Context: an optimization exercise on an open-source flow, tuned for small area, a short achievable clock period and few clock cycles per item. The choices shown serve that exercise and are no tape-out recipe.
The RTL was checked by simulation tests, not by an equivalence proof against the original design.

### constraint.sdc
create_clock -name core_clock -period 20.0 [get_ports {clk}]
set_input_delay 4.0000 -clock core_clock [delete_from_list [all_inputs] [get_ports {clk}]]
set_output_delay 4.0000 -clock core_clock [all_outputs]
set_load 0.01 [all_outputs]
### config.mk
export PLATFORM = sky130hd
export DESIGN_NAME = env_bank
export DESIGN_NICKNAME = env_bank
export VERILOG_FILES = /design/flow/design.v
export SDC_FILE = /design/flow/constraint.sdc
export NUM_CORES = 4
export LEC_CHECK = 0
export CAP_MARGIN = 20
export CORE_MARGIN = 2
export CORE_UTILIZATION = 40
export SLEW_MARGIN = 20
### run.sh
#!/bin/bash
# synth_recipe.tcl (not shown) runs the flow's synth.tcl, then flattens the netlist and writes it again
# the make line also repeats each setting of config.mk as NAME=value (left out here)
make -C /OpenROAD-flow-scripts/flow DESIGN_CONFIG=/design/flow/config.mk WORK_HOME=/design/flow/orfs CLKGATE_MAP_FILE= SYNTH_SCRIPT=/design/flow/synth_recipe.tcl finish
### design.v
module fsub_a (
    input  wire [30:0] x,
    input  wire [30:0] w,
    output wire [26:0] dif,
    output wire [7:0]  ex
);
    wire [7:0]  ew = w[30:23];
    wire        zw = (ew == 8'd0);
    wire [7:0]  d  = x[30:23] - ew;
    wire [4:0]  dd = (zw | (d > 8'd27)) ? 5'd27 : d[4:0];
    wire [26:0] ms = zw ? 27'd0 : {1'b1, w[22:0], 3'b000};
    wire [53:0] ext = {ms, 27'd0} >> dd;
    wire [26:0] mal = {ext[53:28], ext[27] | (|ext[26:0])};
    assign dif = {1'b1, x[22:0], 3'b000} - mal;
    assign ex  = x[30:23];
endmodule
module fsub_a1 (
    input  wire [30:0] x,
    input  wire [30:0] w,
    output wire [26:0] mal
);
    wire [7:0]  ew = w[30:23];
    wire        zw = (ew == 8'd0);
    wire [7:0]  d  = x[30:23] - ew;
    wire [4:0]  dd = (zw | (d > 8'd27)) ? 5'd27 : d[4:0];
    wire [26:0] ms = zw ? 27'd0 : {1'b1, w[22:0], 3'b000};
    wire [53:0] ext = {ms, 27'd0} >> dd;
    assign mal = {ext[53:28], ext[27] | (|ext[26:0])};
endmodule
module fsub_a2 (
    input  wire [22:0] fx,
    input  wire [26:0] mal,
    output wire [26:0] dif
);
    assign dif = {1'b1, fx, 3'b000} - mal;
endmodule
module fsub_b1 (
    input  wire [26:0] dif,
    input  wire [7:0]  ex,
    output wire [26:0] nn,
    output wire [9:0]  e,       
    output wire        z
);
    reg  [4:0]  lz;
    integer     i;
    always @* begin
        lz = 5'd27;
        for (i = 0; i <= 26; i = i + 1)
            if (dif[i]) lz = 5'd26 - i[4:0];
    end
    assign nn = dif << lz;
    assign e  = {2'b00, ex} - {5'd0, lz};
    assign z  = (dif == 27'd0);
endmodule
module fsub_b2 (
    input  wire [26:0] nn,
    input  wire [9:0]  e,
    input  wire        z,
    output wire [30:0] y
);
    wire        up  = nn[2] & (nn[1] | nn[0] | nn[3]);
    wire        ovf = up & (&nn[25:3]);
    wire [22:0] fr  = nn[25:3] + {22'd0, up};
    wire [9:0]  ef  = e + {9'd0, ovf};
    assign y = (z | ef[9] | (ef == 10'd0)) ? 31'd0 : {ef[7:0], fr};
endmodule
module fsub_b (
    input  wire [26:0] dif,
    input  wire [7:0]  ex,
    output wire [30:0] y
);
    wire [26:0] nn;
    wire [9:0]  e;
    wire        z;
    fsub_b1 u1 (.dif(dif), .ex(ex), .nn(nn), .e(e), .z(z));
    fsub_b2 u2 (.nn(nn), .e(e), .z(z), .y(y));
endmodule
module fadd_pos_swap (
    input  wire [30:0] a,
    input  wire [30:0] b,
    output wire [7:0]  eb,      
    output wire [22:0] fb,      
    output wire [22:0] fs,      
    output wire [4:0]  dd       
);
    wire        ab  = (a[30:23] >= b[30:23]);
    wire [7:0]  d1  = a[30:23] - b[30:23];
    wire [7:0]  d2  = b[30:23] - a[30:23];
    wire [7:0]  d   = ab ? d1 : d2;
    assign dd = (d > 8'd27) ? 5'd27 : d[4:0];
    assign eb = ab ? a[30:23] : b[30:23];
    assign fb = ab ? a[22:0] : b[22:0];
    assign fs = ab ? b[22:0] : a[22:0];
endmodule
module fadd_pos_add (
    input  wire [22:0] fb,
    input  wire [22:0] fs,
    input  wire [4:0]  dd,
    output wire [27:0] s
);
    wire [53:0] ext = {1'b1, fs, 3'b000, 27'd0} >> dd;
    wire [26:0] mal = {ext[53:28], ext[27] | (|ext[26:0])};
    assign s = {2'b01, fb, 3'b000} + {1'b0, mal};
endmodule
module fadd_pos_round (
    input  wire [7:0]  eb,
    input  wire [27:0] s,
    output wire [30:0] y
);
    wire [26:0] nn  = s[27] ? {s[27:2], s[1] | s[0]} : s[26:0];
    wire        up  = nn[2] & (nn[1] | nn[0] | nn[3]);
    wire        ovf = up & (&nn[25:3]);
    wire [22:0] fr  = nn[25:3] + {22'd0, up};
    wire [7:0]  e   = eb + {7'd0, s[27]} + {7'd0, ovf};
    assign y = {e, fr};
endmodule
module booth_tree (
    input  wire [23:0] a,
    input  wire [23:0] b,
    output wire [47:0] ps,
    output wire [47:0] pc       
);
    wire [26:0] bx = {2'b00, b, 1'b0};    
    wire [47:0] op [0:14];
    reg  [47:0] negs;
    integer j;
    genvar i;
    generate
        for (i = 0; i < 13; i = i + 1) begin : pp
            wire b0 = bx[2*i], b1 = bx[2*i+1], b2 = bx[2*i+2];
            wire one = b0 ^ b1;
            wire two = (b2 & ~b1 & ~b0) | (~b2 & b1 & b0);
            wire neg = b2 & ~(b1 & b0);
            wire [25:0] mag = one ? {2'b00, a} : (two ? {1'b0, a, 1'b0} : 26'd0);
            wire [25:0] pv  = neg ? ~mag : mag;    
            wire [47:0] row = {22'd0, ~neg, pv[24:0]} << (2 * i);
            assign op[i] = row;
        end
    endgenerate
    always @* begin
        negs = 48'd0;
        for (j = 0; j < 13; j = j + 1)
            negs[2*j] = bx[2*j+2] & ~(bx[2*j+1] & bx[2*j]);
    end
    function [47:0] kconst(input dummy);
        integer m;
        reg [47:0] acc;
        begin
            acc = 48'd0;
            for (m = 0; m < 13; m = m + 1)
                acc = acc - (48'd1 << (25 + 2 * m));
            kconst = acc;
        end
    endfunction
    assign op[13] = negs;
    assign op[14] = kconst(1'b0);
    function [95:0] csa(input [47:0] x, input [47:0] y, input [47:0] z);
        reg [47:0] s, c;
        begin
            s = x ^ y ^ z;
            c = {((x[46:0] & y[46:0]) | (x[46:0] & z[46:0]) | (y[46:0] & z[46:0])), 1'b0};
            csa = {c, s};
        end
    endfunction
    wire [95:0] l1a = csa(op[0], op[1], op[2]);
    wire [95:0] l1b = csa(op[3], op[4], op[5]);
    wire [95:0] l1c = csa(op[6], op[7], op[8]);
    wire [95:0] l1d = csa(op[9], op[10], op[11]);
    wire [95:0] l1e = csa(op[12], op[13], op[14]);
    wire [95:0] l2a = csa(l1a[47:0], l1a[95:48], l1b[47:0]);
    wire [95:0] l2b = csa(l1b[95:48], l1c[47:0], l1c[95:48]);
    wire [95:0] l2c = csa(l1d[47:0], l1d[95:48], l1e[47:0]);
    wire [95:0] l3a = csa(l2a[47:0], l2a[95:48], l2b[47:0]);
    wire [95:0] l3b = csa(l2b[95:48], l2c[47:0], l2c[95:48]);
    wire [95:0] l4a = csa(l3a[47:0], l3a[95:48], l3b[47:0]);
    wire [95:0] l5a = csa(l4a[47:0], l4a[95:48], l3b[95:48]);
    wire [95:0] l6a = csa(l5a[47:0], l5a[95:48], l1e[95:48]);
    assign ps = l6a[47:0];
    assign pc = l6a[95:48];
endmodule
module mul_add (
    input  wire [47:0] ps,
    input  wire [47:0] pc,
    output wire [25:0] ph,      
    output wire        pst      
);
    wire [47:0] p = ps + pc;
    assign ph  = p[47:22];
    assign pst = |p[21:0];
endmodule
module mul_round (
    input  wire [25:0] ph,
    input  wire        pst,
    input  wire [9:0]  e,
    input  wire        z,
    output wire [30:0] w
);
    wire        nhi = ph[25];
    wire [23:0] nm  = nhi ? ph[25:2] : ph[24:1];
    wire        ng  = nhi ? ph[1] : ph[0];
    wire        ns  = nhi ? (ph[0] | pst) : pst;
    wire        nup = ng & (ns | nm[0]);
    wire        ovf = nup & (&nm[22:0]);
    wire [22:0] fr  = nm[22:0] + {22'd0, nup};
    wire [9:0]  ne  = e + {9'd0, nhi} + {9'd0, ovf};
    assign w = (z | ne[9] | (ne == 10'd0)) ? 31'd0 : {ne[7:0], fr};
endmodule
module srt_iter (
    input  wire [27:0] ws,
    input  wire [27:0] wc,
    input  wire [3:0]  y,       
    input  wire [23:0] d,
    output wire [27:0] ws_o,
    output wire [27:0] wc_o,
    output wire [3:0]  y_o,
    output wire        qp,
    output wire        qn
);
    wire [27:0] s2 = {ws[26:0], 1'b0};
    wire [27:0] c2 = {wc[26:0], 1'b0};
    wire        q1 = ~y[3];
    wire        qm = y[3] & ~(y == 4'b1111);
    wire [27:0] dd = {3'b000, d, 1'b0};
    wire [27:0] t  = q1 ? ~dd : (qm ? dd : 28'd0);
    wire [27:0] mj = (s2 & c2) | (s2 & t) | (c2 & t);
    assign ws_o = s2 ^ c2 ^ t;
    assign wc_o = {mj[26:0], q1};
    assign qp = q1;
    assign qn = qm;
    wire [27:0] tp = ~dd;
    wire [27:0] tm = dd;
    wire [3:0]  yp = (s2[26:23] ^ c2[26:23] ^ tp[26:23])
                   + ((s2[25:22] & c2[25:22]) | (s2[25:22] & tp[25:22]) | (c2[25:22] & tp[25:22]));
    wire [3:0]  ym = (s2[26:23] ^ c2[26:23] ^ tm[26:23])
                   + ((s2[25:22] & c2[25:22]) | (s2[25:22] & tm[25:22]) | (c2[25:22] & tm[25:22]));
    wire [3:0]  yz = (s2[26:23] ^ c2[26:23]) + (s2[25:22] & c2[25:22]);
    assign y_o = q1 ? yp : (qm ? ym : yz);
endmodule
module srt_div_pipe #(
    parameter SW  = 16,    
    parameter IPS = 4,     
    parameter VW  = 4      
) (
    input  wire          clk,
    input  wire          rst,
    input  wire [23:0]   x,
    input  wire [22:0]   d,       
    input  wire [SW-1:0] si,
    input  wire [7:0]    en,      
    input  wire [7:0]    ed,      
    input  wire          sdx,     
    input  wire          ss,
    output wire [9:0]    xe,      
    output wire          nz,      
    output wire [27:0]   ws,
    output wire [27:0]   wc,
    output wire [25:0]   qp,
    output wire [25:0]   qn,
    output wire [22:0]   dq,
    output wire [SW-1:0] so
);
    localparam NIT = 26;
    localparam NS  = (NIT + IPS - 1) / IPS;
    reg  [27:0]   r_ws [0:NS-1];
    reg  [27:0]   r_wc [0:NS-1];
    reg  [3:0]    r_y  [0:NS-1];
    reg  [25:0]   r_qp [0:NS-1];
    reg  [25:0]   r_qn [0:NS-1];
    reg  [22:0]   r_d  [0:NS-1];
    reg  [SW-1:0] r_s  [0:NS-1];
    reg  [9:0]    r_xe [0:NS-1];
    reg           r_nz [0:NS-1];
    wire [27:0] i_ws [0:NIT];
    wire [27:0] i_wc [0:NIT];
    wire [3:0]  i_y  [0:NIT];
    wire [25:0] i_qp [0:NIT];
    wire [25:0] i_qn [0:NIT];
    genvar i, k;
    generate
        for (i = 0; i < NIT; i = i + 1) begin : it
            wire [27:0] a_ws, a_wc;
            wire [3:0]  a_y;
            wire [25:0] a_qp, a_qn;
            wire [22:0] a_d;
            if (i == 0) begin : first
                assign a_ws = {4'd0, x};
                assign a_wc = 28'd0;
                assign a_y  = {3'b000, x[23]};
                assign a_qp = 26'd0;
                assign a_qn = 26'd0;
                assign a_d  = d;
            end else if (i % IPS == 0) begin : fromreg
                assign a_ws = r_ws[i/IPS-1];
                assign a_wc = r_wc[i/IPS-1];
                assign a_y  = r_y[i/IPS-1];
                assign a_qp = r_qp[i/IPS-1];
                assign a_qn = r_qn[i/IPS-1];
                assign a_d  = r_d[i/IPS-1];
            end else begin : chain
                assign a_ws = i_ws[i];
                assign a_wc = i_wc[i];
                assign a_y  = i_y[i];
                assign a_qp = i_qp[i];
                assign a_qn = i_qn[i];
                if (i < IPS) begin : s0
                    assign a_d = d;
                end else begin : sn
                    assign a_d = r_d[i/IPS-1];
                end
            end
            wire qpb, qnb;
            srt_iter u (.ws(a_ws), .wc(a_wc), .y(a_y), .d({1'b1, a_d}),
                        .ws_o(i_ws[i+1]), .wc_o(i_wc[i+1]), .y_o(i_y[i+1]),
                        .qp(qpb), .qn(qnb));
            assign i_qp[i+1] = {a_qp[24:0], qpb};
            assign i_qn[i+1] = {a_qn[24:0], qnb};
        end
        for (k = 0; k < NS; k = k + 1) begin : st
            localparam LAST = ((k + 1) * IPS > NIT) ? NIT : (k + 1) * IPS;
            always @(posedge clk) begin
                r_ws[k] <= i_ws[LAST];
                r_wc[k] <= i_wc[LAST];
                r_y[k]  <= i_y[LAST];
                r_qp[k] <= i_qp[LAST];
                r_qn[k] <= i_qn[LAST];
                if (k == 0) begin
                    r_d[k]  <= d;
                    r_s[k]  <= si;
                    r_xe[k] <= sdx ? {1'b0, ss, ed} : {2'b00, en} - {2'b00, ed} + 10'd126;
                    r_nz[k] <= (en == 8'd0);
                end else begin
                    r_d[k]  <= r_d[k-1];
                    r_s[k]  <= r_s[k-1];
                    r_xe[k] <= r_xe[k-1];
                    r_nz[k] <= r_nz[k-1];
                end
                if (rst)
                    r_s[k][VW-1:0] <= {VW{1'b0}};
            end
        end
    endgenerate
    assign ws = r_ws[NS-1];
    assign wc = r_wc[NS-1];
    assign qp = r_qp[NS-1];
    assign qn = r_qn[NS-1];
    assign dq = r_d[NS-1];
    assign so = r_s[NS-1];
    assign xe = r_xe[NS-1];
    assign nz = r_nz[NS-1];
endmodule
module srt_fin_a (
    input  wire [27:0] ws,
    input  wire [27:0] wc,
    input  wire [25:0] qp,
    input  wire [25:0] qn,
    input  wire [22:0] d,
    output wire [25:0] q0,      
    output wire [25:0] q1,      
    output wire        neg,     
    output wire        st       
);
    wire [27:0] fr   = ws + wc;
    assign neg = fr[27];
    wire        rz   = ((ws ^ wc) == {(ws[26:0] | wc[26:0]), 1'b0});
    wire [27:0] dd   = {3'b000, 1'b1, d, 1'b0};
    wire [27:0] xs   = ws ^ wc ^ dd;
    wire [27:0] xc   = {((ws[26:0] & wc[26:0]) | (ws[26:0] & dd[26:0]) | (wc[26:0] & dd[26:0])), 1'b0};
    wire        rzd  = ((xs ^ xc) == {(xs[26:0] | xc[26:0]), 1'b0});
    assign st = neg ? ~rzd : ~rz;
    assign q0 = qp - qn;
    assign q1 = qp + ~qn;
endmodule
module srt_fin_b (
    input  wire [25:0] q0,
    input  wire [25:0] q1,
    input  wire        neg,
    input  wire        st,
    input  wire [9:0]  xe,
    input  wire        nz,
    output wire [30:0] y
);
    wire [25:0] q    = neg ? q1 : q0;
    wire        fhi  = q[25];
    wire [23:0] fm   = fhi ? q[25:2] : q[24:1];
    wire        fg   = fhi ? q[1] : q[0];
    wire        fs   = st | (fhi & q[0]);
    wire        fup  = fg & (fs | fm[0]);
    wire        ovf  = fup & (&fm[22:0]);
    wire [22:0] fr   = fm[22:0] + {22'd0, fup};
    wire [9:0]  fe   = xe + {9'd0, fhi} + {9'd0, ovf};
    assign y = (nz | fe[9] | (fe == 10'd0)) ? 31'd0 : {fe[7:0], fr};
endmodule
module u32_norm (
    input  wire [31:0] g,
    output wire [23:0] nh,
    output wire        up,
    output wire [4:0]  p,
    output wire        z
);
    reg [4:0] lz;
    integer i;
    always @* begin
        lz = 5'd0;
        for (i = 0; i < 32; i = i + 1)
            if (g[i]) lz = 5'd31 - i[4:0];
    end
    wire [31:0] n = g << lz;
    assign nh = n[31:8];
    assign up = n[7] & (n[8] | (|n[6:0]));
    assign p  = 5'd31 - lz;
    assign z  = (g == 32'd0);
endmodule
module ts_prod (
    input  wire [23:0] nh,
    input  wire        up,
    output wire [30:0] pr
);
    wire [31:0] o1 = {1'b0, nh, 7'd0};
    wire [31:0] o2 = ~{6'd0, nh, 2'd0};
    wire [31:0] o3 = {8'd0, nh};
    wire [31:0] o4 = up ? 32'd125 : 32'd0;
    wire [31:0] s1 = o1 ^ o2 ^ o3;
    wire [31:0] c1 = {((o1[30:0] & o2[30:0]) | (o1[30:0] & o3[30:0]) | (o2[30:0] & o3[30:0])), 1'b1};
    wire [31:0] s2 = s1 ^ c1 ^ o4;
    wire [31:0] c2 = {((s1[30:0] & c1[30:0]) | (s1[30:0] & o4[30:0]) | (c1[30:0] & o4[30:0])), 1'b0};
    wire [31:0] sum = s2 + c2;
    assign pr = sum[30:0];
endmodule
module ts_round (
    input  wire [30:0] pr,
    input  wire [4:0]  p,
    input  wire        z,
    output wire [30:0] t
);
    wire        hi  = pr[30];
    wire [23:0] mt  = hi ? pr[30:7] : pr[29:6];
    wire        g2  = hi ? pr[6] : pr[5];
    wire        s2b = hi ? (|pr[5:0]) : (|pr[4:0]);
    wire        up2 = g2 & (s2b | mt[0]);
    wire        ovf = up2 & (&mt[22:0]);
    wire [22:0] fr  = mt[22:0] + {22'd0, up2};
    wire [7:0]  e   = 8'd121 + {3'd0, p} + {7'd0, hi} + {7'd0, ovf};
    assign t = z ? 31'd0 : {e, fr};
endmodule
module env_bank (
    input  wire        clk,
    input  wire        rst,
    input  wire        cmd_valid,
    output wire        cmd_ready,
    input  wire [2:0]  cmd_op,
    input  wire [1:0]  cmd_env,
    input  wire [31:0] cmd_data,
    output reg         res_valid,
    output reg  [31:0] res_level,
    output reg         res_done
);
    localparam [2:0] OP_ATTACK = 3'd0, OP_DECAY = 3'd1, OP_SUSTAIN = 3'd2,
                     OP_TRIGGER = 3'd3, OP_STOP = 3'd4, OP_AGE = 3'd5,
                     OP_LEVEL = 3'd6, OP_STEP = 3'd7;
    localparam [31:0] F_ZERO     = 32'h00000000;
    localparam [31:0] F_ONE      = 32'h3F800000;   
    localparam [31:0] F_TIME_MIN = 32'h3DCCCCCD;   
    localparam [31:0] F_THRESH   = 32'h3A83126F;   
    localparam [31:0] F_A_RESET  = 32'h3F800000;   
    function automatic [31:0] daz(input [31:0] x);
        daz = (x[30:23] == 8'd0) ? {x[31], 31'd0} : x;
    endfunction
    function automatic flt_lt(input [31:0] p, input [31:0] q);
        reg [31:0] pp, qq;
        begin
            pp = daz(p);
            qq = daz(q);
            if (pp[30:0] == 31'd0 && qq[30:0] == 31'd0)
                flt_lt = 1'b0;
            else if (pp[31] != qq[31])
                flt_lt = pp[31];
            else if (pp[31])
                flt_lt = pp[30:0] > qq[30:0];
            else
                flt_lt = pp[30:0] < qq[30:0];
        end
    endfunction
    reg rs;
    always @(posedge clk) rs <= rst;
    reg        c_v, c_ph, rdy;
    reg [2:0]  c_op;
    reg [1:0]  c_env;
    reg [31:0] c_data;
    assign cmd_ready = rdy;
    wire acc    = cmd_valid & rdy;
    wire c_hold = c_v & (c_op == OP_SUSTAIN) & ~c_ph;
    always @(posedge clk) begin
        if (rst) begin
            c_v  <= 1'b0;
            c_ph <= 1'b0;
            rdy  <= 1'b1;
        end else if (c_hold) begin
            c_ph <= 1'b1;
            rdy  <= 1'b1;
        end else begin
            c_v  <= acc;
            c_ph <= 1'b0;
            rdy  <= ~(acc & (cmd_op == OP_SUSTAIN));
        end
        if (!c_hold) begin
            c_op  <= cmd_op;
            c_env <= cmd_env;
        end
        c_data <= cmd_data;
    end
    reg [30:0] env_a   [0:3];
    reg [30:0] env_d   [0:3];
    reg [31:0] env_s   [0:3];
    reg [31:0] env_age [0:3];
    reg [3:0]  env_act;
    reg [31:0] cache   [0:3];
    wire [30:0] a_e   = env_a[c_env];
    wire [30:0] d_e   = env_d[c_env];
    wire [31:0] age_e = env_age[c_env];
    wire        act_e = env_act[c_env];
    wire c_att  = (c_op == OP_ATTACK);
    wire c_dec  = (c_op == OP_DECAY);
    wire c_sus  = (c_op == OP_SUSTAIN);
    wire c_trg  = (c_op == OP_TRIGGER);
    wire c_stp  = (c_op == OP_STOP);
    wire c_age  = (c_op == OP_AGE);
    wire c_lvl  = (c_op == OP_LEVEL);
    wire c_step = (c_op == OP_STEP);
    wire [31:0] tcl   = flt_lt(c_data, F_TIME_MIN) ? F_TIME_MIN : c_data;
    wire [31:0] s_lo  = flt_lt(c_data, F_ZERO) ? F_ZERO : c_data;
    wire [31:0] s_cl  = flt_lt(F_ONE, s_lo) ? F_ONE : s_lo;
    wire [31:0] age_inc = (&age_e) ? age_e : age_e + 32'd1;
    reg        i_ev, i_res, i_sd, i_zw;    
    reg        i_step, i_act, i_ss;
    reg [1:0]  i_env;
    reg [31:0] i_g;
    reg [30:0] i_a, i_d;
    integer k;
    always @(posedge clk) begin
        i_ev   <= 1'b0;
        i_res  <= 1'b0;
        i_sd   <= 1'b0;
        i_zw   <= 1'b0;
        i_step <= c_step;
        i_act  <= act_e;
        i_env  <= c_env;
        i_ss   <= s_cl[31];
        i_g    <= c_step ? age_inc : (c_age ? c_data : age_e);
        i_a    <= c_att ? tcl[30:0] : a_e;
        i_d    <= (c_sus & ~c_ph) ? s_cl[30:0] : (c_dec ? tcl[30:0] : d_e);
        if (rs) begin
            env_act <= 4'd0;
            for (k = 0; k < 4; k = k + 1) begin
                env_a[k]   <= F_A_RESET[30:0];
                env_d[k]   <= F_TIME_MIN[30:0];
                env_age[k] <= 32'd0;
            end
        end else if (c_v) begin
            i_ev  <= act_e & (c_att | c_dec | c_age | c_lvl | c_step | (c_sus & c_ph));
            i_res <= c_lvl | c_step;
            i_sd  <= c_sus & ~c_ph;
            i_zw  <= c_trg;
            case (c_op)
                OP_ATTACK:  env_a[c_env] <= tcl[30:0];
                OP_DECAY:   env_d[c_env] <= tcl[30:0];
                OP_TRIGGER: begin
                    env_age[c_env] <= 32'd0;
                    env_act[c_env] <= 1'b1;
                end
                OP_STOP:    env_act[c_env] <= 1'b0;
                OP_AGE:     env_age[c_env] <= c_data;
                OP_STEP:    env_age[c_env] <= age_inc;
                default: ;
            endcase
        end
    end
    wire [23:0] nh1;
    wire        up1, z1;
    wire [4:0]  p1;
    wire [7:0]  eb1;
    wire [22:0] fb1, fs1;
    wire [4:0]  dd1;
    u32_norm      u_norm (.g(i_g), .nh(nh1), .up(up1), .p(p1), .z(z1));
    fadd_pos_swap u_adsw (.a(i_a), .b(i_d), .eb(eb1), .fb(fb1), .fs(fs1), .dd(dd1));
    reg        e1_ev, e1_res, e1_sd, e1_zw;
    reg        e1_step, e1_act, e1_ss, e1_z, e1_up;
    reg [1:0]  e1_env;
    reg [23:0] e1_nh;
    reg [4:0]  e1_p;
    reg [7:0]  e1_eb;
    reg [22:0] e1_fb, e1_fs;
    reg [4:0]  e1_dd;
    reg [30:0] e1_a, e1_d;
    always @(posedge clk) begin
        {e1_ev, e1_res, e1_sd, e1_zw} <= rs ? 4'd0 : {i_ev, i_res, i_sd, i_zw};
        {e1_step, e1_act, e1_ss, e1_env} <= {i_step, i_act, i_ss, i_env};
        e1_nh <= nh1;  e1_up <= up1;  e1_p <= p1;  e1_z <= z1;
        e1_eb <= eb1;  e1_fb <= fb1;  e1_fs <= fs1;  e1_dd <= dd1;
        e1_a <= i_a;  e1_d <= i_d;
    end
    wire [30:0] pr2;
    wire [27:0] sa2;
    ts_prod      u_tsp (.nh(e1_nh), .up(e1_up), .pr(pr2));
    fadd_pos_add u_ada (.fb(e1_fb), .fs(e1_fs), .dd(e1_dd), .s(sa2));
    reg        e2_ev, e2_res, e2_sd, e2_zw;
    reg        e2_step, e2_act, e2_ss, e2_z;
    reg [1:0]  e2_env;
    reg [30:0] e2_pr;
    reg [4:0]  e2_p;
    reg [7:0]  e2_eb;
    reg [27:0] e2_sa;
    reg [30:0] e2_a, e2_d;
    always @(posedge clk) begin
        {e2_ev, e2_res, e2_sd, e2_zw} <= rs ? 4'd0 : {e1_ev, e1_res, e1_sd, e1_zw};
        {e2_step, e2_act, e2_ss, e2_env} <= {e1_step, e1_act, e1_ss, e1_env};
        e2_pr <= pr2;  e2_p <= e1_p;  e2_z <= e1_z;
        e2_eb <= e1_eb;  e2_sa <= sa2;
        e2_a <= e1_a;  e2_d <= e1_d;
    end
    wire [30:0] t3, ad3;
    ts_round       u_tsr (.pr(e2_pr), .p(e2_p), .z(e2_z), .t(t3));
    fadd_pos_round u_adr (.eb(e2_eb), .s(e2_sa), .y(ad3));
    reg        e3_ev, e3_res, e3_sd, e3_zw;
    reg        e3_step, e3_act, e3_ss;
    reg [1:0]  e3_env;
    reg [30:0] e3_t, e3_ad, e3_a, e3_d;
    always @(posedge clk) begin
        {e3_ev, e3_res, e3_sd, e3_zw} <= rs ? 4'd0 : {e2_ev, e2_res, e2_sd, e2_zw};
        {e3_step, e3_act, e3_ss, e3_env} <= {e2_step, e2_act, e2_ss, e2_env};
        e3_t <= t3;  e3_ad <= ad3;  e3_a <= e2_a;  e3_d <= e2_d;
    end
    wire [26:0] mal4;
    fsub_a1 u_tma1 (.x(e3_t), .w(e3_a), .mal(mal4));
    wire        att4 = (e3_t < e3_a) & ~e3_sd;
    wire        sus4 = ~(e3_t < e3_a) & ~(e3_t < e3_ad);
    reg        e4_ev, e4_res, e4_sd, e4_zw;
    reg        e4_step, e4_act, e4_ss, e4_att, e4_sus;
    reg [1:0]  e4_env;
    reg [26:0] e4_mal;
    reg [30:0] e4_t, e4_dv;
    always @(posedge clk) begin
        {e4_ev, e4_res, e4_sd, e4_zw} <= rs ? 4'd0 : {e3_ev, e3_res, e3_sd, e3_zw};
        {e4_step, e4_act, e4_ss, e4_env} <= {e3_step, e3_act, e3_ss, e3_env};
        e4_att <= att4;
        e4_sus <= sus4;
        e4_mal <= mal4;
        e4_t   <= e3_t;
        e4_dv  <= att4 ? e3_a : e3_d;
    end
    wire [26:0] dif5;
    fsub_a2 u_tma2 (.fx(e4_t[22:0]), .mal(e4_att ? 27'd0 : e4_mal), .dif(dif5));
    reg        e5_ev, e5_res, e5_sd, e5_zw;
    reg        e5_step, e5_act, e5_ss, e5_att, e5_sus;
    reg [1:0]  e5_env;
    reg [26:0] e5_dif;
    reg [7:0]  e5_ex;
    reg [30:0] e5_dv;
    always @(posedge clk) begin
        {e5_ev, e5_res, e5_sd, e5_zw} <= rs ? 4'd0 : {e4_ev, e4_res, e4_sd, e4_zw};
        {e5_step, e5_act, e5_ss, e5_env, e5_att, e5_sus} <= {e4_step, e4_act, e4_ss, e4_env, e4_att, e4_sus};
        e5_dif <= dif5;
        e5_ex  <= e4_t[30:23];
        e5_dv  <= e4_dv;
    end
    wire [26:0] nn6;
    wire [9:0]  ee6;
    wire        z6;
    fsub_b1 u_tmb1 (.dif(e5_dif), .ex(e5_ex), .nn(nn6), .e(ee6), .z(z6));
    reg        e6_ev, e6_res, e6_sd, e6_zw;
    reg        e6_step, e6_act, e6_ss, e6_att, e6_sus, e6_z;
    reg [1:0]  e6_env;
    reg [26:0] e6_nn;
    reg [9:0]  e6_e;
    reg [30:0] e6_dv;
    always @(posedge clk) begin
        {e6_ev, e6_res, e6_sd, e6_zw} <= rs ? 4'd0 : {e5_ev, e5_res, e5_sd, e5_zw};
        {e6_step, e6_act, e6_ss, e6_env, e6_att, e6_sus} <= {e5_step, e5_act, e5_ss, e5_env, e5_att, e5_sus};
        e6_nn <= nn6;  e6_e <= ee6;  e6_z <= z6;
        e6_dv <= e5_dv;
    end
    wire [30:0] num7;
    fsub_b2 u_tmb2 (.nn(e6_nn), .e(e6_e), .z(e6_z), .y(num7));
    reg        e7_ev, e7_res, e7_sd, e7_zw;
    reg        e7_step, e7_act, e7_ss, e7_att, e7_sus;
    reg [1:0]  e7_env;
    reg [30:0] e7_num, e7_dv;
    always @(posedge clk) begin
        {e7_ev, e7_res, e7_sd, e7_zw} <= rs ? 4'd0 : {e6_ev, e6_res, e6_sd, e6_zw};
        {e7_step, e7_act, e7_ss, e7_env, e7_att, e7_sus} <= {e6_step, e6_act, e6_ss, e6_env, e6_att, e6_sus};
        e7_num <= num7;
        e7_dv  <= e6_dv;
    end
    localparam SW = 10;
    wire [27:0]   dws, dwc;
    wire [25:0]   dqp, dqn;
    wire [22:0]   ddq;
    wire [SW-1:0] dso;
    wire [9:0]    d_xe;
    wire          d_nz;
    srt_div_pipe #(.SW(SW), .IPS(3), .VW(4)) u_div (
        .clk(clk), .rst(rs), .x({1'b1, e7_num[22:0]}), .d(e7_dv[22:0]),
        .si({e7_step, e7_act, e7_env, e7_att, e7_sus, e7_ev, e7_res, e7_sd, e7_zw}),
        .en(e7_num[30:23]), .ed(e7_dv[30:23]), .sdx(e7_sd), .ss(e7_ss), .xe(d_xe), .nz(d_nz),
        .ws(dws), .wc(dwc), .qp(dqp), .qn(dqn), .dq(ddq), .so(dso));
    wire       d_step = dso[9], d_act = dso[8];
    wire [1:0] d_env  = dso[7:6];
    wire       d_att  = dso[5], d_sus = dso[4];
    wire       d_ev   = dso[3], d_res = dso[2], d_sd = dso[1], d_zw = dso[0];
    wire [25:0] fq0, fq1;
    wire        fneg, fst;
    srt_fin_a u_fa (.ws(dws), .wc(dwc), .qp(dqp), .qn(dqn), .d(ddq),
                    .q0(fq0), .q1(fq1), .neg(fneg), .st(fst));
    wire [31:0] s_f = env_s[d_env];
    wire [26:0] vdif;
    wire [7:0]  vex;
    fsub_a u_omsa (.x(F_ONE[30:0]), .w(s_f[31] ? 31'd0 : s_f[30:0]), .dif(vdif), .ex(vex));
    always @(posedge clk) begin
        if (rs) begin
            for (k = 0; k < 4; k = k + 1)
                env_s[k] <= F_ZERO;
        end else if (d_sd)
            env_s[d_env] <= {d_xe[8:0], ddq};
    end
    reg        f_ev, f_res, f_zw;
    reg        f_step, f_act, f_att, f_dec, f_nz, f_st, f_neg;
    reg [1:0]  f_env;
    reg [25:0] f_q0, f_q1;
    reg [9:0]  f_xe;
    reg [26:0] f_vdif;
    reg [31:0] f_s;
    always @(posedge clk) begin
        {f_ev, f_res, f_zw} <= rs ? 3'd0 : {d_ev, d_res, d_zw};
        {f_step, f_act, f_env, f_att} <= {d_step, d_act, d_env, d_att};
        f_dec  <= ~d_att & ~d_sus;
        f_q0 <= fq0;  f_q1 <= fq1;  f_neg <= fneg;  f_st <= fst;  f_xe <= d_xe;  f_nz <= d_nz;
        f_vdif <= vdif;
        f_s    <= s_f;
    end
    wire [30:0] q2, v2;
    srt_fin_b u_fb   (.q0(f_q0), .q1(f_q1), .neg(f_neg), .st(f_st), .xe(f_xe), .nz(f_nz), .y(q2));
    fsub_b    u_omsb (.dif(f_vdif), .ex(F_ONE[30:23]), .y(v2));
    reg        g_ev, g_res, g_zw;
    reg        g_step, g_act, g_att, g_dec;
    reg [1:0]  g_env;
    reg [30:0] g_q, g_v;
    reg [31:0] g_alt;
    always @(posedge clk) begin
        {g_ev, g_res, g_zw} <= rs ? 3'd0 : {f_ev, f_res, f_zw};
        {g_step, g_act, g_env, g_att, g_dec} <= {f_step, f_act, f_env, f_att, f_dec};
        g_q   <= q2;
        g_v   <= v2;
        g_alt <= f_att ? {1'b0, q2} : f_s;
    end
    wire [47:0] mps, mpc;
    booth_tree u_mul (.a({1'b1, g_v[22:0]}), .b({1'b1, g_q[22:0]}), .ps(mps), .pc(mpc));
    reg        m_ev, m_res, m_zw;
    reg        m_step, m_act, m_att, m_dec, m_z;
    reg [1:0]  m_env;
    reg [47:0] m_ps, m_pc;
    reg [9:0]  m_e;
    reg [31:0] m_alt;
    always @(posedge clk) begin
        {m_ev, m_res, m_zw} <= rs ? 3'd0 : {g_ev, g_res, g_zw};
        {m_step, m_act, m_env, m_att, m_dec} <= {g_step, g_act, g_env, g_att, g_dec};
        m_ps <= mps;  m_pc <= mpc;
        m_e  <= {2'b00, g_v[30:23]} + {2'b00, g_q[30:23]} - 10'd127;
        m_z  <= (g_v[30:23] == 8'd0) | (g_q[30:23] == 8'd0);
        m_alt <= g_alt;
    end
    wire [25:0] ph2;
    wire        pst2;
    mul_add u_madd (.ps(m_ps), .pc(m_pc), .ph(ph2), .pst(pst2));
    reg        o_ev, o_res, o_zw;
    reg        o_step, o_act, o_att, o_dec, o_z;
    reg [1:0]  o_env;
    reg [25:0] o_ph;
    reg        o_pst;
    reg [9:0]  o_e;
    reg [31:0] o_alt;
    always @(posedge clk) begin
        {o_ev, o_res, o_zw} <= rs ? 3'd0 : {m_ev, m_res, m_zw};
        {o_step, o_act, o_env, o_att, o_dec} <= {m_step, m_act, m_env, m_att, m_dec};
        o_ph <= ph2;  o_pst <= pst2;  o_e <= m_e;  o_z <= m_z;
        o_alt <= m_alt;
    end
    wire [30:0] w2;
    mul_round u_mrnd (.ph(o_ph), .pst(o_pst), .e(o_e), .z(o_z), .w(w2));
    reg        n_ev, n_res, n_zw;
    reg        n_step, n_act, n_att, n_dec;
    reg [1:0]  n_env;
    reg [30:0] n_w;
    reg [31:0] n_alt;
    always @(posedge clk) begin
        {n_ev, n_res, n_zw} <= rs ? 3'd0 : {o_ev, o_res, o_zw};
        {n_step, n_act, n_env, n_att, n_dec} <= {o_step, o_act, o_env, o_att, o_dec};
        n_w   <= w2;
        n_alt <= o_alt;
    end
    wire [26:0] ldif;
    wire [7:0]  lex;
    fsub_a u_omwa (.x(F_ONE[30:0]), .w(n_w), .dif(ldif), .ex(lex));
    reg        p_ev, p_res, p_zw;
    reg        p_step, p_act, p_att, p_dec;
    reg [1:0]  p_env;
    reg [26:0] p_dif;
    reg [31:0] p_alt;
    always @(posedge clk) begin
        {p_ev, p_res, p_zw} <= rs ? 3'd0 : {n_ev, n_res, n_zw};
        {p_step, p_act, p_env, p_att, p_dec} <= {n_step, n_act, n_env, n_att, n_dec};
        p_dif <= ldif;
        p_alt <= n_alt;
    end
    wire [30:0] lv;
    fsub_b u_omwb (.dif(p_dif), .ex(F_ONE[30:23]), .y(lv));
    reg        l_ev, l_res, l_zw;
    reg        l_step, l_act, l_att;
    reg [1:0]  l_env;
    reg [31:0] l_lvl;
    always @(posedge clk) begin
        {l_ev, l_res, l_zw} <= rs ? 3'd0 : {p_ev, p_res, p_zw};
        {l_step, l_act, l_env, l_att} <= {p_step, p_act, p_env, p_att};
        l_lvl <= p_dec ? {1'b0, lv} : p_alt;
    end
    wire o_done = ~l_att & ~(~l_lvl[31] & (l_lvl[30:0] > F_THRESH[30:0]));
    always @(posedge clk) begin
        res_valid <= (rst | rs) ? 1'b0 : l_res;
        res_level <= ~l_act ? F_ZERO : (l_step ? cache[l_env] : l_lvl);
        res_done  <= ~l_act | o_done;
        if (l_ev)
            cache[l_env] <= l_lvl;
        else if (l_zw)
            cache[l_env] <= F_ZERO;
    end
endmodule
==> implementation parameters, run 1 <==
Parameter                              Value

Critical path
  Kind of critical path    flip-flop to flip-flop
  Start of the worst register-to-register path    u_div.r_y[5][3]
  Capturing element type of the critical path    flip-flop
  Setup slack, reg-to-reg    roughly 12 ns
  Worst-path maximum fanout    30
  Reg-to-Reg End    u_div.r_ws[6][7]
  Crit path DAT    8.52 ns
  Worst-case reg-to-reg path depth    18
  Crit start category    flip-flop
  WP data required    20.86 ns

Route
  Via Count    116,012
  Detailed-route DRC error count    0
  Routed Wire Length    about 440,000 um
  Number of violations reported at the end of detailed-routing iteration 0    approximately 8,300
  Average routed wire per standard cell    just under 20 um
  Vias per inst    a little over 5
  Antenna-violating nets left    0
  Length of the first detailed-routing pass in iterations    8

Floorplanning
  Die extent in x    658 um
  I/O pin total    75
  Total Die Area    432,000 sq um
  Effective utilization at floorplan    roughly two fifths
  Placeable Area    ~430,000 sq um
  Row count    240
  Die Ht    ~660 um

Cells and area
  Layout overhead on the synthesized area    11.5%
  Sequential standard cell area    between 70,000 and 80,000 sq um
  Count of fill cells added during filler insertion    40,300
  Fraction of layout cells with a size suffix above 1    7.59%
  Multi-input gate area    87,800 sq um
  Total number of nets in the final design    18,556

Yosys
  Gate Count Post-Synth    approximately 17,000
  Distinct cell type count of the synthesized netlist    approximately 110
  Leading register cell type out of synthesis    dfxtp_1
  Library cell occupying the most area in the post-synthesis netlist    dfxtp_1
  Asr flop ratio synth    0%
  Library cell with the highest instance count after synthesis    dfxtp_1
  Count of flip-flops with a built-in enable after synthesis    637
  Syn_area_per_cell    10.2 sq um
  Register area share after synthesis    between 40% and 50%
  Total standard cell area after synthesis    between 150,000 and 200,000 sq um
  Number of warnings reported in the yosys synthesis log    23
  Total of flip-flops plus latches after synthesis    3,335
  Share of Yosys cell area claimed by the top area cell type    31.6%
  Top area cells in the synthesized netlist    dfxtp_1 32%, fa_1 12%, edfxtp_1 11%
  Commonest cells post-synth    2,698 x dfxtp_1, 1,930 x inv_1, 1,279 x nor2_1, 990 x fa_1, 979 x nand2_1
  Nets in the synthesized netlist    18,667

GRT
  GRT Total Usage    between 15 and 20%
  Number of global-route vias before repair    about 120k
  Global-route wire length before repair    about 680,000 um
  Largest net degree at the start of global routing    77
  Total congestion overflow    0
  Met3 track utilization from global routing    about 2.2%
  Number of antenna violations at the first check in global routing    18
  Global-route met2 utilization    35.3%
  GR peak layer    met2
  Met1 routing resource usage after global routing    between 20 and 25%

STA
  Worst hold-check slack    about 0.28 ns
  Minimum clock period    between 7 and 8 ns
  Relative slew margins    between 10% and 20%
  Setup repair after global routing missed its margin    false
  Number of pins exceeding their max-slew limit in the final report    0
  Final total negative setup slack    0 ns
  Clock Skew    about 0.11 ns
  Period utilization    about two fifths
  Setup ws final    between 10 and 15 ns
  Max Clk Rate    131 MHz
  Setup-violating endpoint count in the final report    0
  Transition time of the tightest slew-check pin    1.20 ns
  Final count of hold timing violations    0

Min path
  Class of the tightest hold or removal check    flip-flop to flip-flop
  Worst min-delay path startpoint    u_div.r_xe[2][6]
  Worst hold path stage count    0
  Hold Crit Endpoint    u_div.r_xe[3][6]

Placement
  Weighted congestion reported at the end of routability-driven placement    slightly above 0.9
  Port buffer count    74
  Total half-perimeter wirelength after legalization and detailed placement    about 330,000 um
  Worst slack after detailed placement    around 12 ns

Run
  Reported max-cap violation count    0

Clock network
  Number of clock buffers inserted by TritonCTS    approximately 360
  Clock transition at the register clock pins on the worst setup and hold paths after CTS    0.06 ns
  Number of buffers on the longest clock path    4
  Post-CTS Setup Repair Bufs    0
  Maximum level of the CTS H-tree    5
  CTS root buffer    clkbuf_16
  Number of buffers inserted by hold repair at cts    0
  Clock tree from TritonCTS    yes
  TritonCTS sink count    around 3,300
  Post-CTS Resized    0
  Insertion delay of the later-clocked pin in the worst-skew pair    0.98 ns

Run status
  Outcome    complete, no violations
-- layer usage --
metal  part of all wire, %  wire length [um]  up-vias
li1                      -                 -    56126
met1                    41            180000    56171
met2                    50            219000     2854
met3                   4.2             18500      861
met4                   4.5             19700        0
met5                     0                 0        -
-- metrics by stage --
stage | util, % | cell area [sq um] | std cells
finish | 44.7 | 191000 | 22618
global route | 44.7 | 191000 | 22611
CTS | 44.7 | 190000 | 22569
detailed placement | 41.7 | 178000 | 21924
global placement | 41.7 | 178000 | 21921
floorplan | - | 171000 | 16707
-- registers in the layout (all words and copies together) (netlist names), 43 cells and up, named ones only --
signal	cells
u_div.r_s	90
env_d	124
m_pc	43
u_div.r_xe	90
env_s	128
m_ps	48
u_div.r_ws	236
env_a	124
u_div.r_qp	116
env_age	128
u_div.r_d	207
u_div.r_qn	125
u_div.r_wc	210
cache	128
-- critical path, stage by stage (launching register included) --
cell      delay [ns]
dfxtp_1         0.92
and2_1          0.90
a21oi_1         0.19
fa_1            0.58
inv_1           0.06
ha_1            0.40
inv_1           0.10
ha_1            0.27
a21o_1          0.18
a211oi_1        0.25
a21oi_1         0.09
xnor2_1         0.16
mux2i_1         0.18
xor2_1          0.68
clkinv_1        0.91
nor2_1          0.43
inv_1           0.45
a21oi_1         0.36
fa_1            0.43
-- how the worst max path moves through the flow --
stage / from / endpoint / slack, ns
floorplan: u_div.r_d[4][22] / u_div.r_y[5][3] / 14.18
global placement: u_div.r_y[5][3] / u_div.r_ws[6][21] / 12.29
detailed placement: u_div.r_y[5][3] / u_div.r_ws[6][7] / 12.28
CTS: u_div.r_y[5][3] / u_div.r_ws[6][7] / 12.30
global route: u_div.r_y[5][3] / u_div.r_ws[6][7] / 11.62
finish: u_div.r_y[5][3] / u_div.r_ws[6][7] / 12.34
-- cell families after synthesis --
| kind of cell | after synthesis | share of synthesized area, % |
|---|---|---|
| flip-flops | 3335 | 42.8 |
| multiplexers | 733 | 5.60 |
| AO/OA/AOI/OAI | 3009 | 11.1 |
| adder cells (fa/ha/maj) | 1920 | 18.4 |
| XOR/XNOR | 902 | 4.62 |
| AND/OR/NAND/NOR | 4089 | 11.5 |
| buffers and inverters | 2719 | 6.01 |
-- cells in the final DEF (no fill, tap or decap), drive strengths merged, types with 177 or more instances in the layout --
master	netlist	layout
xor2	251	251
dfxtp	2698	2698
edfxtp	637	637
clkbuf	673	491
a22oi	265	265
nor2b	253	253
fa	990	990
a21oi	932	932
o21ai	696	696
nor3	177	177
nor2	1282	1282
xnor2	651	651
ha	930	930
nand3	376	376
mux2i	427	427
inv	1939	1963
and2	363	363
nand2	979	979
buf	101	231
-- area by class of cell --
cell class / instances / share of cell area [%]
Multi-Input combinational cell: 10653 / 46.1
Sequential cell: 3335 / 38.4
Clock buffer: 491 / 5.50
Inverter: 1945 / 3.83
Tap cell: 5687 / 3.73
Timing Repair Buffer: 305 / 1.30
Clock inverter: 154 / 1.12
Antenna cell: 48 / 0.0630
Testbench counts, summed over its fixed seeds: cycles 20,058, items 19,200.
==> run 2, diff against run 1 <==
--- a/design.v
+++ b/design.v
@@ -698,5 +698,5 @@
     wire [9:0]    d_xe;
     wire          d_nz;
-    srt_div_pipe #(.SW(SW), .IPS(3), .VW(4)) u_div (
+    srt_div_pipe #(.SW(SW), .IPS(2), .VW(4)) u_div (
         .clk(clk), .rst(rs), .x({1'b1, e7_num[22:0]}), .d(e7_dv[22:0]),
         .si({e7_step, e7_act, e7_env, e7_att, e7_sus, e7_ev, e7_res, e7_sd, e7_zw}),
@@ -712,7 +712,4 @@
                     .q0(fq0), .q1(fq1), .neg(fneg), .st(fst));
     wire [31:0] s_f = env_s[d_env];
-    wire [26:0] vdif;
-    wire [7:0]  vex;
-    fsub_a u_omsa (.x(F_ONE[30:0]), .w(s_f[31] ? 31'd0 : s_f[30:0]), .dif(vdif), .ex(vex));
     always @(posedge clk) begin
         if (rs) begin
@@ -727,5 +724,4 @@
     reg [25:0] f_q0, f_q1;
     reg [9:0]  f_xe;
-    reg [26:0] f_vdif;
     reg [31:0] f_s;
     always @(posedge clk) begin
@@ -734,10 +730,26 @@
         f_dec  <= ~d_att & ~d_sus;
         f_q0 <= fq0;  f_q1 <= fq1;  f_neg <= fneg;  f_st <= fst;  f_xe <= d_xe;  f_nz <= d_nz;
-        f_vdif <= vdif;
         f_s    <= s_f;
     end
-    wire [30:0] q2, v2;
-    srt_fin_b u_fb   (.q0(f_q0), .q1(f_q1), .neg(f_neg), .st(f_st), .xe(f_xe), .nz(f_nz), .y(q2));
-    fsub_b    u_omsb (.dif(f_vdif), .ex(F_ONE[30:23]), .y(v2));
+    wire [30:0] q2;
+    srt_fin_b u_fb (.q0(f_q0), .q1(f_q1), .neg(f_neg), .st(f_st), .xe(f_xe), .nz(f_nz), .y(q2));
+    wire [26:0] vdif;
+    wire [7:0]  vex;
+    fsub_a u_omsa (.x(F_ONE[30:0]), .w(f_s[31] ? 31'd0 : f_s[30:0]), .dif(vdif), .ex(vex));
+    reg        h_ev, h_res, h_zw;
+    reg        h_step, h_act, h_att, h_dec;
+    reg [1:0]  h_env;
+    reg [30:0] h_q;
+    reg [26:0] h_vdif;
+    reg [31:0] h_alt;
+    always @(posedge clk) begin
+        {h_ev, h_res, h_zw} <= rs ? 3'd0 : {f_ev, f_res, f_zw};
+        {h_step, h_act, h_env, h_att, h_dec} <= {f_step, f_act, f_env, f_att, f_dec};
+        h_q    <= q2;
+        h_vdif <= vdif;
+        h_alt  <= f_att ? {1'b0, q2} : f_s;
+    end
+    wire [30:0] v2;
+    fsub_b u_omsb (.dif(h_vdif), .ex(F_ONE[30:23]), .y(v2));
     reg        g_ev, g_res, g_zw;
     reg        g_step, g_act, g_att, g_dec;
@@ -746,9 +758,9 @@
     reg [31:0] g_alt;
     always @(posedge clk) begin
-        {g_ev, g_res, g_zw} <= rs ? 3'd0 : {f_ev, f_res, f_zw};
-        {g_step, g_act, g_env, g_att, g_dec} <= {f_step, f_act, f_env, f_att, f_dec};
-        g_q   <= q2;
+        {g_ev, g_res, g_zw} <= rs ? 3'd0 : {h_ev, h_res, h_zw};
+        {g_step, g_act, g_env, g_att, g_dec} <= {h_step, h_act, h_env, h_att, h_dec};
+        g_q   <= h_q;
         g_v   <= v2;
-        g_alt <= f_att ? {1'b0, q2} : f_s;
+        g_alt <= h_alt;
     end
     wire [47:0] mps, mpc;
--- a/config.mk
+++ b/config.mk
@@ -8,4 +8,4 @@
 export CAP_MARGIN = 20
 export CORE_MARGIN = 2
-export CORE_UTILIZATION = 40
+export CORE_UTILIZATION = 55
 export SLEW_MARGIN = 20
==> implementation parameters, run 2 <==
Parameter                              Value

Run status
  Outcome    complete, no violations

Critical path
  Setup slack, reg-to-reg    13.60 ns (+1.25 ns)
  Maximum cell stage delay along the critical path    1.00 ns (+0.08 ns)
  Worst-path maximum fanout    32 (+6.7%)
  WP data required    20.80 ns (-0.06 ns)
  Capturing element type of the critical path    flip-flop
  Most numerous cell on the critical path    fa_1
  Cells along the critical path    ha_1 > a21oi_1 > buf_4 > a22oi_1 > xnor2_1 > fa_1 > inv_1 > fa_1 > inv_1 > fa_1 > fa_1 > inv_1 > fa_1 > inv_1 > ha_1
  Crit start category    flip-flop
  Crit path DAT    7.20 ns (-1.32 ns)
  Kind of critical path    flip-flop to flip-flop
  Worst-case reg-to-reg path depth    15 (-3)
  Start of the worst register-to-register path    g_q[1]
  Cell with the biggest individual delay on the critical path    dfxtp_1
  Reg-to-Reg End    m_ps[15]

Yosys
  Gate Count Post-Synth    16,441 (-1.6%)
  Total of flip-flops plus latches after synthesis    3,890 (+17%)
  Asr flop ratio synth    0% (unchanged)
  Syn_area_per_cell    10.9 sq um (+6.8%)
  Commonest cells post-synth    3,253 x dfxtp_1, 1,354 x inv_1, 1,035 x nand2_1, 997 x fa_1, 947 x o21ai_0
  Top area cells in the synthesized netlist    dfxtp_1 36%, fa_1 11%, edfxtp_1 11%
  Nets in the synthesized netlist    18,401 (-1.4%)
  Library cell with the highest instance count after synthesis    dfxtp_1
  Distinct cell type count of the synthesized netlist    115 (+9.5%)
  Count of flip-flops with a built-in enable after synthesis    637 (unchanged)
  Number of warnings reported in the yosys synthesis log    23 (unchanged)
  Leading register cell type out of synthesis    dfxtp_1
  Register area share after synthesis    46.9% (+4.1 points)
  Share of Yosys cell area claimed by the top area cell type    36.3% (+4.7 points)
  Total standard cell area after synthesis    180,000 sq um (+5.1%)
  Library cell occupying the most area in the post-synthesis netlist    dfxtp_1

Clock network
  Insertion delay of the later-clocked pin in the worst-skew pair    0.96 ns (-0.02 ns)
  Clock transition at the register clock pins on the worst setup and hold paths after CTS    0.06 ns (about the same)
  TritonCTS sink count    3,890 (+17%)
  CTS root buffer    clkbuf_16
  Number of clock buffers inserted by TritonCTS    397 (+12%)
  Maximum level of the CTS H-tree    5 (unchanged)
  Number of buffers inserted by hold repair at cts    0 (unchanged)
  Post-CTS Setup Repair Bufs    0 (unchanged)
  Clock tree from TritonCTS    yes
  Number of buffers on the longest clock path    4 (unchanged)
  Post-CTS Resized    0 (unchanged)

Run
  Reported max-cap violation count    0 (unchanged)

Min path
  Worst min-delay path startpoint    u_div.r_qn[6][3]
  Worst hold path stage count    0 (unchanged)
  Hold Crit Endpoint    u_div.r_qn[7][5]
  Class of the tightest hold or removal check    flip-flop to flip-flop

Cells and area
  Biggest registers after layout    u_div.r_ws (340), u_div.r_wc (313), u_div.r_d (299)
  Number of flip-flops in the largest register    340 (+44%)
  Total number of nets in the final design    18,288 (-1.4%)
  Commonest cells after routing, fill and taps aside    3,233 x dfxtp_1, 1,354 x inv_1, 1,031 x nand2_1
  Fraction of layout cells with a size suffix above 1    8.62% (+1.0 points)
  Layout overhead on the synthesized area    10.5%
  Largest register by flop count    u_div.r_ws
  Most common cell after layout, fill and taps aside    dfxtp_1

STA
  Number of pins exceeding their max-slew limit in the final report    0 (unchanged)
  Clock Skew    0.0600 ns (-0.0500 ns)
  Relative slew margins    23.6% (+4.7 points)
  Final total negative setup slack    0 ns (unchanged)
  Minimum clock period    6.40 ns (-1.25 ns)
  Setup-violating endpoint count in the final report    0 (unchanged)
  Setup repair after global routing missed its margin    false
  Final count of hold timing violations    0 (unchanged)
  Period utilization    32.0% (-6.3 points)
  Max Clk Rate    156 MHz (+20%)
  Transition time of the tightest slew-check pin    1.15 ns (-0.0520 ns)

Route
  Detailed-route DRC error count    0 (unchanged)
  Length of the first detailed-routing pass in iterations    6 (-2)
  Number of violations reported at the end of detailed-routing iteration 0    9,207 (+11%)
  Vias per inst    5.58 (+8.7%)
  Via Count    117,135 (+0.97%)
  Routed Wire Length    456,000 um (+4.4%)
  Average routed wire per standard cell    21.7 um (+12%)
  Antenna-violating nets left    0 (unchanged)

GRT
  Number of global-route vias before repair    116,923 (+0.16%)
  Total congestion overflow    0 (unchanged)
  Number of antenna violations at the first check in global routing    21 (+3)
  Global-route met2 utilization    44.8% (+9.5 points)
  Met1 routing resource usage after global routing    37.8% (+14 points)
  GR peak layer    met2
  GRT Total Usage    27.4% (+7.6 points)
  Met3 track utilization from global routing    3.20% (+0.96 points)
  Largest net degree at the start of global routing    87 (+13%)
  Global-route wire length before repair    705,000 um (+3.7%)

Floorplanning
  Placeable Area    325,000 sq um (-24%)
  Effective utilization at floorplan    55.4% (+15 points)
  Total Die Area    331,000 sq um (-23%)
  Die Ht    575 um (-12%)
  I/O pin total    75 (unchanged)
  Row count    209 (-13%)
  Die extent in x    575 um (-12%)

Placement
  Total half-perimeter wirelength after legalization and detailed placement    336,000 um (+3.3%)
  Weighted congestion reported at the end of routability-driven placement    0.943 (+3.5%)
  Port buffer count    74 (unchanged)
==> run 2: per-stage QoR <==
| stage | util, % | hold slack, ns | area (sq um) | worst slack (ns) | cells |
|---|---|---|---|---|---|
| final | 61.2 | 0.298 | 199000 | 13.60 | 21005 |
| after global routing | 61.2 | 0.315 | 199000 | 13.30 | 20999 |
| after CTS | 61.2 | 0.297 | 198000 | 13.65 | 20991 |
| after detailed placement | 56.9 | 0.312 | 185000 | 13.62 | 20251 |
| after global placement | 56.9 | 0.309 | 185000 | 13.69 | 20251 |
| after floorplan | - | 0.310 | 180000 | 15.04 | 16441 |
==> run 2: per-layer routing <==
metal	vias to the layer above	share of wire, %	routed length, um
li1	55842	-	-
met1	56969	44	203000
met2	3489	47	213000
met3	831	5.4	24600
met4	4	3.5	16100
met5	-	0.0057	26
==> run 2: worst max-delay path by stage <==
stage / from / endpoint / slack, ns
floorplan: f_q1[25] / h_alt[19] / 15.04
global placement: g_q[1] / m_ps[15] / 13.69
detailed placement: g_q[1] / m_ps[15] / 13.62
CTS: g_q[1] / m_ps[15] / 13.65
global route: g_q[1] / m_ps[15] / 13.30
finish: g_q[1] / m_ps[15] / 13.60
==> run 2: logic make-up (layout without fill, tap and decap cells) <==
logic type,Yosys count,count (layout),synth area share (%)
other cells,0,11,0
buf+inv,2174,2402,4.66
mux,796,796,5.93
compound gates,2891,2891,10.1
xor+xnor,895,895,4.36
fa+ha+maj,1920,1920,17.5
simple gates,3875,3875,10.6
flops,3890,3890,46.9
==> run 2: cell type report <==
class | instances | area [sq um]
Fill cell | 26825 | 126000
Clock buffer | 556 | 11700
Clock inverter | 184 | 2220
Antenna cell | 11 | 27.5
Sequential cell | 3890 | 84300
Inverter | 1370 | 5140
Timing Repair Buffer | 292 | 2390
Multi-Input combinational cell | 10377 | 87300
Tap cell | 4325 | 5410
==> run 2: critical path: cells and delay by family (launching register included) <==
kind                     cells  cell delay, ns
flip-flops                   1            1.00
buffers and inverters        5            0.57
adder cells (fa/ha/maj)      7            3.61
AO/OA/AOI/OAI                2            0.91
XOR/XNOR                     1            0.19
Testbench counts of run 2, summed over its fixed seeds: cycles 20,098, items 19,200.

[port drivers added, routing unchanged]
No port has a modelled driver above. Below, the same layouts with a new extraction and two added sets of constraints.
Step 1 sets driving cells, clkbuf_16 on the clock port and buf_2 on the other inputs (assumed; they add their load-dependent delay and slew).
Step 2 also shifts input and output timing later by t, the mid clock arrival at the registers, as if the neighbouring blocks saw the same clock.
Slacks: ideal ports / drivers / drivers and shift; pairs: ideal ports / drivers.
| run | shift t [ns] | slack for setup (ns) | cell pins on the clock port's net |
|---|---|---|---|
| run 1 | 1.038 | 12.343 / 12.343 / 12.343 | 1 |
| run 2 | 1.037 | 13.598 / 13.598 / 13.598 | 1 |
After both steps every run listed still meets setup and hold.
